This is an optimization exercise on Yosys and OpenROAD, whose aim is small area, a short achievable clock period and few clock cycles per item, not a production implementation.
The RTL was checked by simulation tests, not by an equivalence proof against the original design.
Power and IR drop assume default switching activity.

File: config.mk
export PLATFORM = sky130hd
export DESIGN_NAME = harp_rxf
export DESIGN_NICKNAME = harp_rxf
export VERILOG_FILES = /design/flow/design.v
export SDC_FILE = /design/flow/constraint.sdc
export NUM_CORES = 4
export LEC_CHECK = 0
export CAP_MARGIN = 30
export CORE_MARGIN = 2
export CORE_UTILIZATION = 50
export CTS_BUF_LIST = sky130_fd_sc_hd__clkbuf_8
export SETUP_SLACK_MARGIN = 5
export SLEW_MARGIN = 40
File: design.v
module harp_rxf (
    input  wire       clk,
    input  wire       rst,         
    input  wire       in_valid,
    input  wire [7:0] in_data,
    output wire       in_ready,
    input  wire       flush,       
    output wire       out_valid,
    input  wire       out_ready,
    output wire [7:0] out_data,
    output wire       out_last,
    output wire [2:0] out_kind      
);
    localparam [2:0] K_BADLEN   = 3'd1,
                     K_CHECKSUM = 3'd2,
                     K_BADTYPE  = 3'd3,
                     K_BADPTYPE = 3'd4,
                     K_LENMIS   = 3'd5;
    localparam [2:0] S_L   = 3'd0,    
                     S_C   = 3'd1,    
                     S_CK  = 3'd2,    
                     S_P   = 3'd3,    
                     S_DEC = 3'd4;    
    reg  [7:0] mem_e [0:127];         
    reg  [7:0] mem_o [0:127];         
    reg  [8:0] tk;                    
    reg        iv;                    
    reg  [7:0] ib;
    reg  [7:0] rs;                    
    reg        wv;                    
    reg  [8:0] wp;                    
    reg        in_rdy;
    reg        fl_pend;               
    always @(posedge clk) begin
        if (wv && !wp[0]) mem_e[wp[7:1]] <= rs;
        if (wv &&  wp[0]) mem_o[wp[7:1]] <= rs;
    end
    reg  [15:0] rh_e, rh_o;
    reg  [7:0]  rl_e, rl_o;
    reg         ra_sw;
    reg        a_v, a_f, a_2, a_l, a_c;
    reg  [8:0] a_j;
    reg  [7:0] lo, hi;
    reg        b_v, b_f, b_2, b_l, b_c;
    reg  [8:0] b_j;
    reg  [7:0] rd_e, rd_o;
    integer k;
    always @(*) begin
        rd_e = 8'd0;
        rd_o = 8'd0;
        for (k = 0; k < 128; k = k + 1) begin
            rd_e = rd_e | (mem_e[k] & {8{rh_e[k / 8] & rl_e[k % 8]}});
            rd_o = rd_o | (mem_o[k] & {8{rh_o[k / 8] & rl_o[k % 8]}});
        end
    end
    reg  [2:0] st;
    reg  [8:0] h;                     
    reg  [8:0] sp;                    
    reg  [8:0] hn;                    
    reg  [8:0] hl;                    
    reg  [7:0] hl1;                   
    reg  [8:0] h3;                    
    reg  [7:0] pb;                    
    reg  [7:0] sh;                    
    reg  [7:0] se;                    
    reg  [7:0] len;
    reg  [7:0] typ;
    reg        have_p;
    reg        garb;
    wire [8:0] av  = wp - h;
    wire [8:0] avs = wp - sp;
    wire [8:0] sph = sp - h;
    reg  [1:0] rq_n;
    reg        rq0_err, rq1_err;
    reg  [2:0] rq0_kind, rq1_kind;
    reg  [7:0] rq0_len, rq1_len;
    reg  [8:0] rq0_st, rq1_st;
    reg  [7:0] rq0_pb, rq1_pb;
    wire       rq_full = rq_n[1];
    reg        lf_n0, lf_m2, lf_m4, lf_m8, lf_m6, lf_e1, lf_e2, lf_e4, lf_e8, lf_e6;
    reg        t_ok;
    reg  [2:0] p_kind;                
    wire [7:0] n_pay = len - 8'd4;
    wire       v_err  = !t_ok || (p_kind != 3'd0);
    wire [2:0] v_kind = !t_ok ? K_BADTYPE : p_kind;
    wire       bd     = b_v && !b_f;
    wire       d1     = (st == S_L) && bd && (b_j == h);           
    wire [7:0] d_len  = hi - lo;
    wire       d_badl = (d_len < 8'd4) || (d_len == 8'd255);
    wire       d_cmpl = {1'b0, av} >= ({2'b0, d_len} + 10'd2);
    wire       d3     = (st == S_CK) && bd && (b_j == hl);         
    wire       d_chk  = ((lo - pb) == (hi - lo));
    wire       d2     = (st == S_C || st == S_CK || st == S_P) && bd && (b_j == h3);
    wire       r2_inf = a_v && !a_f && (a_j == h3);
    wire [8:0] need   = {1'b0, len} + 9'd2;
    wire [7:0] d_pty  = hi - lo;
    wire [7:0] d_base = d_pty & 8'hDF;
    reg  [2:0] d_pkind;
    always @(*) begin
        case (d_base)
            8'h01, 8'h81:        d_pkind = (d_pty[5] || lf_n0 || lf_e1) ? 3'd0 : K_LENMIS;
            8'h02, 8'h82:        d_pkind = (lf_m2 && (d_pty[5] || lf_n0 || lf_e2)) ? 3'd0 : K_LENMIS;
            8'h04, 8'h84, 8'h44: d_pkind = (lf_m4 && (d_pty[5] || lf_n0 || lf_e4)) ? 3'd0 : K_LENMIS;
            8'h08, 8'h88:        d_pkind = (lf_m8 && (d_pty[5] || lf_n0 || lf_e8)) ? 3'd0 : K_LENMIS;
            8'h10:               d_pkind = (lf_m6 && (d_pty[5] || lf_n0 || lf_e6)) ? 3'd0 : K_LENMIS;
            default:             d_pkind = K_BADPTYPE;
        endcase
    end
    reg        f_act;
    reg  [8:0] fo;                    
    reg  [8:0] frem;                  
    reg  [7:0] pout;                  
    reg  [7:0] pnext;                 
    reg  [2:0] oq_n;
    reg  [7:0] oq_d [0:4];
    reg        oq_l [0:4];
    reg  [2:0] oq_k [0:4];
    reg        ov;
    assign out_valid = ov;
    assign out_data  = oq_d[0];
    assign out_last  = oq_l[0];
    assign out_kind  = oq_k[0];
    assign in_ready  = in_rdy;
    wire [2:0] a_beats = (a_v && a_f) ? (a_2 ? 3'd2 : 3'd1) : 3'd0;
    wire [2:0] b_beats = (b_v && b_f) ? (b_2 ? 3'd2 : 3'd1) : 3'd0;
    wire [3:0] oq_eff  = {1'b0, oq_n} + {1'b0, a_beats} + {1'b0, b_beats};
    wire       f_want  = f_act && (oq_eff <= 4'd3);
    wire       f_two   = (frem >= 9'd2);
    wire       f_end   = (frem <= 9'd2);
    reg        d_want;
    reg        d_r1;                  
    reg        d_r3;                  
    reg  [8:0] d_addr;
    reg  [7:0] d_addr1;               
    wire [8:0] sp1 = sp + 9'd1;
    wire [8:0] h1  = h + 9'd1;
    wire [8:0] hd  = h + {1'b0, d_len};
    wire [7:0] hd1 = h1[7:0] + d_len;
    wire       r1_ok = (avs >= 9'd2);
    always @(*) begin
        d_want  = 1'b0;
        d_r1    = 1'b0;
        d_r3    = 1'b0;
        d_addr  = sp;
        d_addr1 = sp1[7:0];
        case (st)
            S_L: begin
                if (d1 && !d_badl && d_cmpl) begin
                    d_want  = 1'b1;
                    d_r3    = 1'b1;
                    d_addr  = hd;
                    d_addr1 = hd1;
                end else begin
                    d_want  = r1_ok && (sph <= 9'd2);
                    d_r1    = 1'b1;
                end
            end
            S_C: begin
                if (av >= need) begin
                    d_want  = 1'b1;
                    d_r3    = 1'b1;
                    d_addr  = hl;
                    d_addr1 = hl1;
                end else if (av >= 9'd5 && !have_p && !r2_inf) begin
                    d_want  = 1'b1;
                    d_addr  = h3;
                    d_addr1 = h3[7:0] + 8'd1;
                end
            end
            S_CK: begin
                if (sp == h1 && r1_ok) begin
                    d_want  = 1'b1;
                    d_r1    = 1'b1;
                end else if (!have_p && !r2_inf) begin
                    d_want  = 1'b1;
                    d_addr  = h3;
                    d_addr1 = h3[7:0] + 8'd1;
                end
            end
            S_P: begin
                d_want  = !r2_inf && !d2;
                d_addr  = h3;
                d_addr1 = h3[7:0] + 8'd1;
            end
            default: ;
        endcase
    end
    wire g_f = f_want;
    wire g_d = d_want && !f_want;
    wire [8:0] fo1     = fo + 9'd1;
    wire [8:0] r_addr  = g_f ? fo : d_addr;
    wire [7:0] r_addr1 = g_f ? fo1[7:0] : d_addr1;
    wire settled  = (st == S_L && av < 9'd2) || (st == S_C && av < need);
    reg  fl_apply;                    
    wire [8:0] fp = f_act ? fo :
                    (rq_n != 2'd0 && !rq0_err) ? rq0_st :
                    (rq_n == 2'd2 && !rq1_err) ? rq1_st : h;
    wire [8:0] used = tk - fp;
    wire take  = in_rdy && in_valid && !flush;
    wire ftake = in_rdy && flush;
    wire rq_frame      = rq_n != 2'd0 && !rq0_err;
    wire f_chain       = g_f && f_end && rq_frame;
    wire f_idle        = !(a_v && a_f) && !(b_v && b_f);
    wire f_start_frame = !f_act && rq_frame && f_idle;
    wire f_start_err   = !f_act && rq_n != 2'd0 && rq0_err && f_idle && oq_n <= 3'd4;
    wire rq_pop        = f_start_frame || f_start_err || f_chain;
    reg        dec_push;
    reg        dp_err;
    reg  [2:0] dp_kind;
    reg  [7:0] dp_len;
    always @(*) begin
        dec_push = 1'b0;
        dp_err   = 1'b1;
        dp_kind  = K_BADLEN;
        dp_len   = len;
        if (d1 && d_badl) begin
            dec_push = !garb && !rq_full;
            dp_len   = d_len;
        end else if (d3 && !d_chk) begin
            dec_push = !garb && !rq_full;
            dp_kind  = K_CHECKSUM;
        end else if ((d3 && have_p) || st == S_DEC) begin
            dp_err   = v_err;
            dp_kind  = v_kind;
            dec_push = (!v_err || !garb) && !rq_full;
        end
    end
    wire dec_go = !rq_full || (dp_err && garb);    
    wire       pop = ov && out_ready;
    wire [7:0] fd0 = lo - pout;
    wire [7:0] fd1 = hi - lo;
    wire       push0 = (b_v && b_f) || f_start_err;
    wire       push1 = b_v && b_f && b_2;
    wire [7:0] pd0 = b_f ? fd0 : rq0_len;
    wire       pl0 = b_f ? (b_l && !b_2) : 1'b1;
    wire [2:0] pk0 = b_f ? 3'd0 : rq0_kind;
    wire [2:0] base = oq_n - {2'd0, pop};
    wire [2:0] oq_nn = base + {2'd0, push0} + {2'd0, push1};
    integer i;
    always @(posedge clk) begin
        for (i = 0; i < 5; i = i + 1) begin
            if (push0 && base == i) begin
                oq_d[i] <= pd0; oq_l[i] <= pl0; oq_k[i] <= pk0;
            end else if (push1 && base + 3'd1 == i) begin
                oq_d[i] <= fd1; oq_l[i] <= b_l; oq_k[i] <= 3'd0;
            end else if (pop && i < 4) begin
                oq_d[i] <= oq_d[i+1]; oq_l[i] <= oq_l[i+1]; oq_k[i] <= oq_k[i+1];
            end
        end
        if (rq_pop) begin
            rq0_err <= rq1_err; rq0_kind <= rq1_kind; rq0_len <= rq1_len;
            rq0_st  <= rq1_st;  rq0_pb   <= rq1_pb;
        end
        if (dec_push) begin
            if (rq_n == 2'd0 || (rq_n == 2'd1 && rq_pop)) begin
                rq0_err <= dp_err; rq0_kind <= dp_kind; rq0_len <= dp_len;
                rq0_st  <= h;      rq0_pb   <= pb;
            end else begin
                rq1_err <= dp_err; rq1_kind <= dp_kind; rq1_len <= dp_len;
                rq1_st  <= h;      rq1_pb   <= pb;
            end
        end
        ra_sw <= r_addr[0];
        rh_o  <= 16'd1 << r_addr[7:4];
        rl_o  <= 8'd1 << r_addr[3:1];
        rh_e  <= 16'd1 << r_addr1[7:4];
        rl_e  <= 8'd1 << r_addr1[3:1];
        a_j   <= r_addr;
        a_f   <= g_f;
        a_2   <= f_two;
        a_l   <= f_end;
        a_c   <= f_chain;
        lo    <= ra_sw ? rd_o : rd_e;
        hi    <= ra_sw ? rd_e : rd_o;
        b_f   <= a_f;
        b_2   <= a_2;
        b_l   <= a_l;
        b_c   <= a_c;
        b_j   <= a_j;
        ib <= in_data;
        lf_n0 <= (n_pay == 8'd0);
        lf_m2 <= (n_pay[0] == 1'b0);
        lf_m4 <= (n_pay[1:0] == 2'b0);
        lf_m8 <= (n_pay[2:0] == 3'b0);
        lf_m6 <= ((n_pay % 8'd6) == 8'd0);
        lf_e1 <= (n_pay == 8'd1);
        lf_e2 <= (n_pay == 8'd2);
        lf_e4 <= (n_pay == 8'd4);
        lf_e8 <= (n_pay == 8'd8);
        lf_e6 <= (n_pay == 8'd6);
        t_ok  <= (typ == 8'h01) || (typ == 8'h02) || (typ == 8'h03) ||
                 (typ == 8'h09) || (typ == 8'h0A);
        if (iv) rs <= rs + ib;
        if (rst) begin
            tk      <= 9'd0;
            wp      <= 9'd0;
            rs      <= 8'd0;
            iv      <= 1'b0;
            wv      <= 1'b0;
            in_rdy  <= 1'b1;
            fl_pend <= 1'b0;
            fl_apply <= 1'b0;
            a_v     <= 1'b0;
            b_v     <= 1'b0;
            st      <= S_L;
            h       <= 9'd0;
            sp      <= 9'd0;
            pb      <= 8'd0;
            have_p  <= 1'b0;
            garb    <= 1'b0;
            rq_n    <= 2'd0;
            f_act   <= 1'b0;
            oq_n    <= 3'd0;
            ov      <= 1'b0;
        end else begin
            iv <= take;
            wv <= iv;
            if (take) tk <= tk + 9'd1;
            if (wv) wp <= wp + 9'd1;
            if (ftake) fl_pend <= 1'b1;
            else if (fl_apply) fl_pend <= 1'b0;
            fl_apply <= fl_pend && !fl_apply && (wp == tk) && settled;
            in_rdy <= !fl_pend && !ftake && (take ? (used <= 9'd254) : (used <= 9'd255));
            a_v <= g_f || g_d;
            b_v <= a_v;
            rq_n <= rq_n + {1'b0, dec_push} - {1'b0, rq_pop};
            if (g_d && d_r1) sp <= sp1;
            if (st == S_L && !(a_v && !a_f && a_j == h) && !(bd && b_j == h)) sp <= h;
            if (d2) begin
                p_kind <= d_pkind;
                have_p <= 1'b1;
            end
            case (st)
                S_L: begin
                    if (fl_apply) begin
                        h    <= wp;
                        sp   <= wp;
                        pb   <= rs;
                        garb <= 1'b0;
                    end else if (d1) begin
                        if (d_badl) begin
                            if (!dec_go) begin
                                sp <= h;                   
                            end else begin
                                garb <= 1'b1;
                                h    <= h1;
                                pb   <= lo;
                            end
                        end else begin
                            len    <= d_len;
                            typ    <= lo - pb;
                            sh     <= lo;
                            hn     <= hd + 9'd2;
                            hl     <= hd;
                            hl1    <= hd1;
                            h3     <= h + 9'd3;
                            have_p <= 1'b0;
                            sp     <= h1;
                            st     <= (g_d && d_r3) ? S_CK : S_C;
                        end
                    end
                end
                S_C: begin
                    if (fl_apply) begin
                        h    <= wp;
                        sp   <= wp;
                        pb   <= rs;
                        garb <= 1'b0;
                        st   <= S_L;
                    end else if (g_d && d_r3)
                        st <= S_CK;
                end
                S_CK: begin
                    if (d3) begin
                        se <= hi;
                        if (!d_chk) begin
                            if (!dec_go) begin
                                st <= S_C;                 
                            end else begin
                                garb <= 1'b1;
                                h    <= h1;
                                pb   <= sh;
                                st   <= S_L;
                            end
                        end else if (have_p) begin
                            if (dec_go) begin
                                garb <= dp_err;
                                h    <= hn;
                                sp   <= hn;
                                pb   <= hi;
                                st   <= S_L;
                            end else
                                st <= S_DEC;
                        end else
                            st <= S_P;
                    end
                end
                S_P: begin
                    if (d2) st <= S_DEC;
                end
                S_DEC: begin
                    if (dec_go) begin
                        garb <= dp_err;
                        h    <= hn;
                        sp   <= hn;
                        pb   <= se;
                        st   <= S_L;
                    end
                end
                default: st <= S_L;
            endcase
            if (g_f) begin
                fo   <= fo + (f_two ? 9'd2 : 9'd1);
                frem <= frem - (f_two ? 9'd2 : 9'd1);
                if (f_chain) begin
                    fo    <= rq0_st;
                    frem  <= {1'b0, rq0_len} + 9'd2;
                    pnext <= rq0_pb;
                end else if (f_end)
                    f_act <= 1'b0;
            end
            if (b_v && b_f) begin
                if (!b_l)     pout <= b_2 ? hi : lo;
                else if (b_c) pout <= pnext;
            end
            if (f_start_frame) begin
                f_act <= 1'b1;
                fo    <= rq0_st;
                frem  <= {1'b0, rq0_len} + 9'd2;
                pout  <= rq0_pb;
            end
            oq_n <= oq_nn;
            ov   <= oq_nn != 3'd0;
        end
    end
endmodule
File: run.sh
#!/bin/bash
# synth_recipe.tcl (not shown) runs the flow's synth.tcl, then flattens the netlist and writes it again
# the make line also repeats each setting of config.mk as NAME=value (left out here)
make -C /OpenROAD-flow-scripts/flow DESIGN_CONFIG=/design/flow/config.mk WORK_HOME=/design/flow/orfs CLKGATE_MAP_FILE= SYNTH_SCRIPT=/design/flow/synth_recipe.tcl finish
File: constraint.sdc
create_clock -name core_clock -period 12.0 [get_ports {clk}]
set_input_delay 2.4000 -clock core_clock [delete_from_list [all_inputs] [get_ports {clk}]]
set_output_delay 2.4000 -clock core_clock [all_outputs]
set_load 0.01 [all_outputs]
==> results.yml <==
critical_path:
  required_ns: 12.89
  cp.arrival_ns: 7.11
  cp-end-kind: "flip-flop"
  critPathKind: "reg -> reg"
  crit_chain: "inv_1 > fa_1 > a211oi_1 > or2_1 > nand2_1 > inv_1 > nand3_1 > nand2b_1 > xor2_1 > ha_1 > o21a_1 > o21ai_0 > nor2_1 > a211o_1 > nor4b_2 > buf_4 > o22ai_1 > buf_4 > o211ai_2 > o21ai_0 > a31oi_1 > o32ai_1 > a21oi_1"
  cp-start-kind: "flip-flop"
  cp_max_fo: 13
  rr_startpoint: "lo[1]"
  cp.depth: 23
  cp_top_family: "compound AO/OA/AOI/OAI gates"
  path_buf_inv: 4
  rr_endpoint: "sp[2]"
  slowest_stage: "fa_1"
  endpoint: "sp[2]"
  reg2reg_depth: 23
  cpPeakStageDelay_ns: 0.53
  r2r_slack_ns: 5.79
  crit_start: "lo[1]"
timing:
  fin_crit_ns: 6.214
  finalHoldViolCount: 0
  clock_skew_ns: 0.1657
  tns_ns: 0
  finalCritPeriodShare_pct: 51.78
  clock.fmax_mhz: 160.9
  worst_slew_pin_slew_ns: 1.089
  worst_slack_ns: 5.786
  final_max_slew_viol_count: 0
  maxSlewHeadroom_pct: 26.82
  grt_setup_unrepaired: "no"
  setup_viol: 0
die:
  initial_core_util_pct: 50.29
  die_y_um: 454.6
  core_area_um2: 201900
  die_w_um: 454.6
  rows: 165
  io-pin-count: 27
  die_area_um2: 206700
clocking:
  clock-root-buffer: "clkbuf_8"
  clock-sinks: 2447
  cts.clk_slew.worst_paths_ns: 0.07
  cts_tree: "done"
  cts.path.max_buffers: 4
  cts_resized: 0
  cts_hold_buffers: 0
  ctsHtreeMaxLevel: 5
  postCtsSetupBuffers: 0
  clk_latency_ns: 1.18
  numCtsBuffers: 410
route:
  drtIter0Drc: 13996
  post_drt_wl_per_cell_um: 40.77
  dr.pass1.iters: 9
  drt.antenna.violating_nets: 0
  vias_per_cell: 7.123
  dr_total_vias: 75938
  finalWirelength_mm: 434.7
  drc_errors: 0
synthesis:
  synth_area_leader_cell: "edfxtp_1"
  avgSynthCellArea_um2: 13.75
  synth_area_leaders: "edfxtp_1 (66%), dfxtp_1 (4.1%), nand3_1 (2.4%)"
  synth_nets: 7537
  yosysSeqAreaShare_pct: 70.31
  synth_area_um2: 101500
  yosysTopAreaCellShare_pct: 66.19
  synthFlopType: "edfxtp_1"
  synthArstFlopShare_pct: 0
  synth_edf_count: 2238
  yosysUniqueCellTypes: 99
  syn_inst: 7385
  synth_seq_cells: 2447
  synth_warnings: 4
global_routing:
  track_usage_pct: 41.37
  grt_first_pass_wirelength_mm: 585.6
  grt_pass1_vias: 70250
  antenna_found_initial: 19
  overflow: 0
  grt_max_degree: 100
pwr:
  comb_power_share_pct: 29.3
  ir_worst_vdd_uv: 142.5
  seqPwrFrac_pct: 42.3
  p_switching_mw: 8.855
  power_density_nw_per_um2: 209.5
  p_int_mw: 15.20
  leakage_nw: 38.25
  p_clk_share_pct: 28.5
  p_sw_share_pct: 36.82
cells_and_area:
  layout_commonest_cell: "edfxtp_1"
  multi_input_area_um2: 28940
  fillCellCount: 16394
  drive_gt1_share_pct: 15.17
  nNetsFinal: 7838
  syn2layout_area_growth_pct: 13.07
  layout_common_cells: "edfxtp_1 (2,238), nand3_1 (482), nor2_1 (469)"
  stdcell_count: 10661
  register_area_um2: 71490
place:
  pre_cts_ws_ns: 5.859
  gp_congestion: 1.026
  dp_cells: 9939
  portBuffers: 26
  place_hpwl_mm: 283.5
hold_path:
  hold_start: "a_l"
  hold_class: "reg -> reg"
status:
  outcome: "no timing/DRC/antenna violations"
job:
  max_cap_violations: 0
[kinds of logic after synthesis]
| kind of cell | share of synthesized area, % |
|---|---|
| buffers and inverters | 2.495 |
| DFF | 70.31 |
| and+or+nand+nor | 9.396 |
| AOI/OAI and AO/OA | 12.95 |
| muxes | 1.132 |
| adders and majority gates | 1.834 |
| xor gates and xnor gates | 1.881 |
[cell usage after synthesis, types with 12 or more instances]
library cell / n
edfxtp_1: 2238
nor2_1: 628
nand3_1: 484
clkbuf_1: 378
a22oi_1: 319
a21oi_1: 318
nand2_1: 318
o21ai_0: 224
dfxtp_1: 209
a22o_1: 171
a32oi_1: 164
inv_1: 139
xnor2_1: 133
ha_1: 124
nand4_1: 119
buf_1: 112
a222oi_1: 109
mux2i_1: 98
xor2_1: 85
o22ai_1: 74
a31oi_1: 70
nor3_1: 70
nor4_1: 64
and3_1: 61
a221oi_1: 55
and2_1: 48
a211oi_1: 42
nand2b_1: 40
nor2b_1: 36
o2111ai_1: 32
a21o_1: 29
o211ai_1: 28
or3_1: 24
a32o_1: 21
buf_2: 18
or4_1: 17
o21a_1: 16
fa_1: 15
mux2_2: 15
nor3b_1: 14
o21bai_1: 13
clkinv_1: 12
[sequential cells by signal (all words and copies together), names as in the netlist, 9 cells and up]
| name | cells |
|---|---|
| rq1_st | 9 |
| h3 | 9 |
| b_j | 9 |
| mem_o | 1024 |
| wp | 9 |
| frem | 9 |
| tk | 9 |
| h | 9 |
| mem_e | 1024 |
| a_j | 9 |
| oq_d | 40 |
| fo | 9 |
| rh_e | 16 |
| hn | 9 |
| sp | 9 |
| oq_k | 15 |
| rh_o | 16 |
| rq0_st | 9 |
[area by class of cell]
| type | count | share of cell area (%) |
|---|---|---|
| Antenna cell | 11 | 0.02398 |
| Clock buffer | 436 | 5.227 |
| Clock inverter | 268 | 1.071 |
| Inverter | 153 | 0.5002 |
| Multi-Input combinational cell | 4274 | 25.20 |
| Sequential cell | 2447 | 62.27 |
| Tap cell | 2672 | 2.912 |
| Timing Repair Buffer | 400 | 2.794 |
[metrics by stage]
step	total power, mW	util (%)	instance area, um^2	hold WS (ns)
2_1_floorplan	13.85	-	101500	0.3096
3_3_place_gp	16.93	52.68	106400	0.3131
5_1_grt	24.55	56.85	114800	0.3503
3_5_place_dp	17.02	53.18	107400	0.3146
6_report	24.05	56.86	114800	0.3318
4_1_cts	23.71	56.76	114600	0.3348
[per-layer routing]
layer	global-route usage (%)	part of all wire [%]
met4	23.53	7.2
met5	1.399	0.11
met2	58.91	42
met1	53.38	35
met3	16.77	17
[power groups by stage]
stage	combinational (mW)	clock (mW)	sequential [mW]
after global routing	7.20	7.18	10.2
final	7.04	6.85	10.2
after CTS	6.72	6.83	10.2
after detailed placement	6.69	0	10.3
after floorplan	3.70	0	10.2
after global placement	6.61	0	10.3
[worst min path at each step]
stage	end	cells after the start	slack [ns]
detailed placement	b_l	0	0.31
global placement	b_l	0	0.31
finish	b_l	0	0.33
floorplan	b_c	0	0.31
CTS	b_l	0	0.33
global route	b_l	0	0.35
Testbench counts, summed over its fixed seeds: cycles 59,386, bytes 56,077.

==> re-timing with driven ports <==
Ports are ideal in the flow. The routed layout listed here was re-timed in OpenROAD.
Step 1 (the two cells are an assumption about what drives the block):
set clk [get_ports {clk}]
set_driving_cell -lib_cell sky130_fd_sc_hd__clkbuf_16 $clk
set_driving_cell -lib_cell sky130_fd_sc_hd__buf_2 [delete_from_list [all_inputs] $clk]
Step 2 moves the port delays by t, midway between the first and last clock arrival at a register: inputs arrive t later, outputs are due t later. That takes back most of the time a late clock gives input paths.
Three values: no drivers, after step 1, after step 2; two values: the first two.
t (ns): 1.182
setup WS [ns]: 5.786 / 5.786 / 5.717
pins driven straight from the clock port: 1
After both steps setup and hold are still met in this run. For this run, drivers alone change the setup slack by 0.000 ns; drivers and shift together by -0.069 ns.
